Background: an optimization exercise with open tools, aiming at small area, a short achievable clock period and few clock cycles per item. Do not read the settings as production practice. The RTL was checked by simulation tests, not by an equivalence proof against the original design. No activity file was given, so power comes from the tool's default toggle rates.

## config.mk

```make
export PLATFORM = sky130hd
export DESIGN_NAME = frame_encoder
export DESIGN_NICKNAME = frame_encoder
export VERILOG_FILES = /design/flow/design.v
export SDC_FILE = /design/flow/constraint.sdc
export NUM_CORES = 4
export LEC_CHECK = 0
export CAP_MARGIN = 20
export CORE_MARGIN = 2
export CORE_UTILIZATION = 40
export PLACE_DENSITY = 0.6
export SLEW_MARGIN = 20
```

## constraint.sdc

```tcl
create_clock -name core_clock -period 6.0 [get_ports {clk}]
set_input_delay 1.2000 -clock core_clock [delete_from_list [all_inputs] [get_ports {clk}]]
set_output_delay 1.2000 -clock core_clock [all_outputs]
set_load 0.01 [all_outputs]
```

## design.v

```verilog
module frame_encoder #(
    parameter MAX_LEN = 64
) (
    input  wire       clk,
    input  wire       rst,
    input  wire       in_valid,
    output wire       in_ready,
    input  wire [7:0] in_data,
    input  wire       in_last,
    input  wire       in_corrupt,
    output reg        out_valid,
    input  wire       out_ready,
    output reg  [7:0] out_data,
    output reg        out_last
);
    localparam BUF_LEN = MAX_LEN + 2;   
    localparam PW      = $clog2(BUF_LEN + 1);
    localparam S_LOAD    = 3'd0;
    localparam S_TRAILER = 3'd1;
    localparam S_OPEN    = 3'd2;
    localparam S_SCAN    = 3'd3;
    localparam S_CODE    = 3'd4;
    localparam S_DATA    = 3'd5;
    localparam S_NEXT    = 3'd6;
    localparam S_CLOSE   = 3'd7;
    function [15:0] crc_step(input [15:0] c, input [7:0] b);
        reg [7:0] x;
        begin
            x = c[15:8] ^ b;
            x = x ^ (x >> 4);
            crc_step = (c << 8) ^ ({8'd0, x} << 12) ^ ({8'd0, x} << 5) ^ {8'd0, x};
        end
    endfunction
    reg [7:0]    buffer [0:BUF_LEN-1];
    reg [2:0]    state;
    reg [PW-1:0] len;         
    reg [15:0]   crc;
    reg          corrupt;
    reg [PW-1:0] grp_start;   
    reg [PW-1:0] scan_ptr;    
    reg [PW-1:0] rd_ptr;      
    wire out_free = !out_valid || out_ready;
    wire in_fire  = in_valid && in_ready;
    assign in_ready = (state == S_LOAD);
    wire [7:0] scan_byte = buffer[scan_ptr];
    wire [7:0] rd_byte   = buffer[rd_ptr];
    wire [7:0] crc_lo    = corrupt ? crc[15:8] : crc[7:0];
    wire [7:0] crc_hi    = corrupt ? crc[7:0]  : crc[15:8];
    always @(posedge clk) begin
        if (state == S_LOAD && in_fire) begin
            buffer[len] <= in_data;
        end
        if (state == S_TRAILER) begin
            buffer[len]      <= crc_lo;
            buffer[len + 1]  <= crc_hi;
        end
    end
    always @(posedge clk) begin
        if (rst) begin
            state     <= S_LOAD;
            len       <= 0;
            crc       <= 16'hFFFF;
            corrupt   <= 1'b0;
            grp_start <= 0;
            scan_ptr  <= 0;
            rd_ptr    <= 0;
            out_valid <= 1'b0;
            out_data  <= 8'h00;
            out_last  <= 1'b0;
        end else begin
            if (out_valid && out_ready) out_valid <= 1'b0;
            case (state)
                S_LOAD: begin
                    if (in_fire) begin
                        len <= len + 1'b1;
                        crc <= crc_step(crc, in_data);
                        if (in_last) begin
                            corrupt <= in_corrupt;
                            state   <= S_TRAILER;
                        end
                    end
                end
                S_TRAILER: begin
                    len   <= len + 2'd2;
                    state <= S_OPEN;
                end
                S_OPEN: begin
                    if (out_free) begin
                        out_valid <= 1'b1;
                        out_data  <= 8'h00;
                        out_last  <= 1'b0;
                        grp_start <= 0;
                        scan_ptr  <= 0;
                        state     <= S_SCAN;
                    end
                end
                S_SCAN: begin
                    if (scan_ptr == len || scan_byte == 8'h00)
                        state <= S_CODE;
                    else
                        scan_ptr <= scan_ptr + 1'b1;
                end
                S_CODE: begin
                    if (out_free) begin
                        out_valid <= 1'b1;
                        out_data  <= scan_ptr - grp_start + 1'b1;
                        out_last  <= 1'b0;
                        rd_ptr    <= grp_start;
                        state     <= (scan_ptr == grp_start) ? S_NEXT : S_DATA;
                    end
                end
                S_DATA: begin
                    if (out_free) begin
                        out_valid <= 1'b1;
                        out_data  <= rd_byte;
                        out_last  <= 1'b0;
                        rd_ptr    <= rd_ptr + 1'b1;
                        if (rd_ptr + 1'b1 == scan_ptr) state <= S_NEXT;
                    end
                end
                S_NEXT: begin
                    if (scan_ptr == len) begin
                        state <= S_CLOSE;
                    end else begin
                        grp_start <= scan_ptr + 1'b1;
                        scan_ptr  <= scan_ptr + 1'b1;
                        state     <= S_SCAN;
                    end
                end
                S_CLOSE: begin
                    if (out_free) begin
                        out_valid <= 1'b1;
                        out_data  <= 8'h00;
                        out_last  <= 1'b1;
                        len       <= 0;
                        crc       <= 16'hFFFF;
                        state     <= S_LOAD;
                    end
                end
                default: state <= S_LOAD;
            endcase
        end
    end
endmodule
```

## run.sh

```bash
#!/bin/bash
# synth_recipe.tcl (not shown) runs the flow's synth.tcl, then flattens the netlist and writes it again
# the make line also repeats each setting of config.mk as NAME=value (left out here)
make -C /OpenROAD-flow-scripts/flow DESIGN_CONFIG=/design/flow/config.mk WORK_HOME=/design/flow/orfs CLKGATE_MAP_FILE= SYNTH_SCRIPT=/design/flow/synth_recipe.tcl finish
```

==> run notes <==
==> sequential cells by signal, summed over array words and instances (netlist names), named ones only <==
name       count
buffer       528
crc           16
out_data       8
grp_start      7
len            7
rd_ptr         7
scan_ptr       7
state          3
corrupt        1
out_last       1
out_valid      1
==> path summary, 6_finish.rpt <==
| kind | startpoint | cells past startpoint | endpoint |
|---|---|---|---|
| max reg2reg | state[0]$_SDFFE_PP0P_ | 6 | buffer[13][7]$_DFFE_PP_ |
| min reg2reg | out_last$_SDFFE_PP0P_ | 2 | out_last$_SDFFE_PP0P_ |
| min | out_last$_SDFFE_PP0P_ | 2 | out_last$_SDFFE_PP0P_ |
| max | state[0]$_SDFFE_PP0P_ | 6 | buffer[13][7]$_DFFE_PP_ |
==> placed cells by master, fill, tap and decap left out, types with 18 or more instances in the layout <==
| master | n |
|---|---|
| a211oi_1 | 23 |
| a21oi_1 | 57 |
| buf_4 | 48 |
| clkbuf_16 | 72 |
| clkdlybuf4s50_1 | 23 |
| clkinv_1 | 18 |
| dfxtp_1 | 66 |
| edfxtp_1 | 528 |
| ha_1 | 20 |
| inv_1 | 25 |
| mux2i_1 | 88 |
| mux4_2 | 172 |
| nand2_1 | 541 |
| nand2b_1 | 25 |
| nand3_1 | 44 |
| nor2_1 | 162 |
| nor3_1 | 47 |
| nor4_1 | 86 |
| o21ai_0 | 492 |
| o22ai_1 | 69 |
| xnor2_1 | 35 |
| xor2_1 | 23 |
==> logic make-up (layout without fill, tap and decap cells) <==
| logic type | after synthesis | after routing | synth area share |
|---|---|---|---|
| buffers and inverters | 306 | 225 | 0.0372 |
| flip-flops | 600 | 600 | 0.530 |
| XOR/XNOR | 58 | 58 | 0.0156 |
| AO/OA/AOI/OAI | 756 | 756 | 0.130 |
| adder cells (fa/ha/maj) | 21 | 21 | 0.00829 |
| AND/OR/NAND/NOR | 967 | 967 | 0.129 |
| multiplexers | 271 | 271 | 0.149 |
==> worst min-delay path: cells and delay by family, from the launching register on <==
family / cells / cell delay (ns)
flops: 1 / 0.31
compound gates: 2 / 0.13
==> power groups by stage <==
| stage | sequential (W) | clock, W | combinational, W |
|---|---|---|---|
| finish | 0.00574 | 0.00408 | 0.00537 |
| detailed placement | 0.00581 | 0 | 0.00520 |
| global route | 0.00576 | 0.00423 | 0.00559 |
| global placement | 0.00580 | 0 | 0.00504 |
| floorplan | 0.00568 | 0 | 0.00299 |
| CTS | 0.00573 | 0.00407 | 0.00518 |
==> stage by stage <==
| step | hold slack (ns) | power (W) | std cells | util | instance area [sq um] |
|---|---|---|---|---|---|
| after floorplan | 0.458 | 0.00867 | 2979 | - | 32600 |
| after global placement | 0.471 | 0.0108 | 3835 | 0.416 | 33600 |
| after detailed placement | 0.489 | 0.0110 | 3835 | 0.416 | 33600 |
| after CTS | 0.498 | 0.0150 | 3957 | 0.443 | 35700 |
| after global routing | 0.528 | 0.0156 | 3958 | 0.443 | 35800 |
| final | 0.488 | 0.0152 | 3958 | 0.443 | 35800 |
==> metal layers <==
layer,vias to the layer above,wire length [um],track usage
met4,2,6970,0.141
met2,1914,53400,0.443
met5,-,11,0
met3,394,14100,0.0567
li1,11000,-,-
met1,12500,43600,0.365
==> area by class of cell <==
class | instances | area, sq um | share of cell area
well taps | 1060 | 1330 | 0.0371
inverters | 27 | 101 | 0.00283
multi-input cells | 2073 | 14200 | 0.397
flip-flops and latches | 600 | 17300 | 0.484
clock inverters | 32 | 246 | 0.00689
repair buffers | 76 | 661 | 0.0185
clock buffers | 90 | 1900 | 0.0531
==> flow_metrics.py <==
metrics = {
    "run_status": {
        "outcome": "complete, no violations",
    },
    "sta": {
        "rsz0062_at_grt": "no",
        "hold_viol": 0,
        "tns_ns": 0,
        "max_freq_mhz": 234,
        "min_period_ns": 4.28,
        "setup_slack_ns": 1.72,
        "finalCritPeriodShare": 0.713,
        "setup_violations": 0,
        "worst_slew_pin_slew_ns": 1.14,
        "slew_headroom": 0.239,
        "slew_viol_final": 0,
        "fin_skew_ns": 0.0302,
    },
    "synthesis": {
        "synth_edf_count": 528,
        "synth_nets": 3014,
        "syn_area_sq_um": 32600,
        "syn_avg_cell_area_sq_um": 10.9,
        "synthFlopType": "edfxtp_1",
        "yosysMostFrequentCell": "nand2_1",
        "netlist_instances": 2979,
        "synthTopCellsByArea": "edfxtp_1 49%, mux4_2 12%, o21ai_0 7.6%",
        "async_flop_share": 0,
        "synth_warnings": 1,
        "synth_top_cell_by_area": "edfxtp_1",
        "ys_seq_area_frac": 0.530,
        "synth.distinct_cells": 64,
        "synth_top_area_share": 0.486,
        "ys_top_cells_by_count": "541 x nand2_1, 528 x edfxtp_1, 496 x o21ai_0",
        "ys_seq_elements": 600,
    },
    "global_route": {
        "grt_first_pass_wirelength_um": 169000,
        "grt_max_degree": 66,
        "grt_use_total": 0.279,
        "gr-total-overflow": 0,
        "antenna_found_initial": 1,
        "grt_pass1_vias": 24300,
    },
    "setup_path": {
        "cp-end-kind": "flop",
        "rrSetupSlack_ns": 1.72,
        "critPathKind": "reg -> reg",
        "cp_max_fo": 21,
        "crit_arrival_ns": 4.52,
        "path_buf_inv": 1,
        "required_ns": 6.24,
        "cp_common_cell": "nand2_1",
        "crit_chain": "or3_1 > inv_1 > nand2_1 > nand2_1 > nand3_1 > o21ai_0",
        "critical-path-top-delay-family": "simple AND/OR/NAND/NOR gates",
        "worst_setup_path_start_kind": "flop",
        "critPathSlowestCell": "o21ai_0",
        "cpPeakStageDelay_ns": 1.11,
    },
    "pwr": {
        "seqPwrFrac": 0.378,
        "leakage_nw": 10.6,
        "switching_share": 0.394,
        "p_per_area_nw_per_um2": 425,
        "worst_ir_drop_vdd_mv": 0.310,
        "p_int_w": 0.00921,
        "p_comb_frac": 0.354,
        "p_sw_w": 0.00598,
        "p_clk_frac": 0.269,
    },
    "cts": {
        "clk_pin_slew_ns": 0.06,
        "cts_resized": 0,
        "hold_buffers": 0,
        "h-tree-depth": 3,
        "cts_buffers": 69,
        "clockBufferDepth": 3,
        "clock_latency_ns": 0.64,
        "cts_root_buffer": "clkbuf_16",
        "cts.sinks": 600,
        "cts_setup_buffers": 0,
        "cts_tree": "done",
    },
    "final_layout": {
        "drive_gt1_frac": 0.120,
        "areaGrowthSynthToFinish_pct": 9.64,
        "antenna_cells": 0,
        "nNetsFinal": 2882,
        "num-fill-cells": 7373,
    },
    "detailed_routing": {
        "via_count": 25800,
        "routedWlPerCell_um": 29.8,
        "final_antenna_net_count": 0,
        "dr.pass1.iters": 9,
        "totalWireLength_um": 118000,
        "vias_per_cell": 6.51,
        "drt_iter0_drc": 3807,
        "drc": 0,
    },
    "floorplan": {
        "rows": 104,
        "dieWidth_um": 290,
        "core_area_sq_um": 80700,
        "die_h_um": 290,
        "io_pins": 25,
        "start_util": 0.404,
        "fp.dieArea_sq_um": 83800,
    },
    "placed_design": {
        "place_congestion": 0.979,
        "portBuffers": 24,
        "dpl_worst_slack_ns": 1.22,
        "hpwl_um": 76700,
    },
    "min_path": {
        "worstHoldPathType": "reg -> reg",
    },
    "flow_run": {
        "cap_violations": 0,
    },
}
Testbench counts, summed over its fixed seeds: cycles 141,941, frames 1,200.

[re-timing with driven ports]
In the flow no input, the clock included, has a driving cell. The finished layout below was timed again as built, in two steps.
Step 1: set_driving_cell puts a clkbuf_16 on clk and a buf_2 on each other input, an assumption about the parent block.
Step 2 adds t to the input delays and takes it off the output delays; t is the mean of the earliest and latest rising clock arrival at the registers after step 1. Input paths then give back, and output paths get back, about the clock's delay inside the block.
Slacks: ideal / step 1 / step 2; pairs: ideal / step 1.
t (ns): 0.694
slack for setup (ns): 1.723 / 1.723 / 1.088
hold WS [ns]: 0.488 / 0.488 / 0.488
worst data-port slew with drivers (ns): 0.05
cell pins on the clock port's net: 1
After both steps this run still meets setup and hold. For this run, drivers alone change the setup slack by 0.000 ns; drivers and shift together by -0.635 ns.
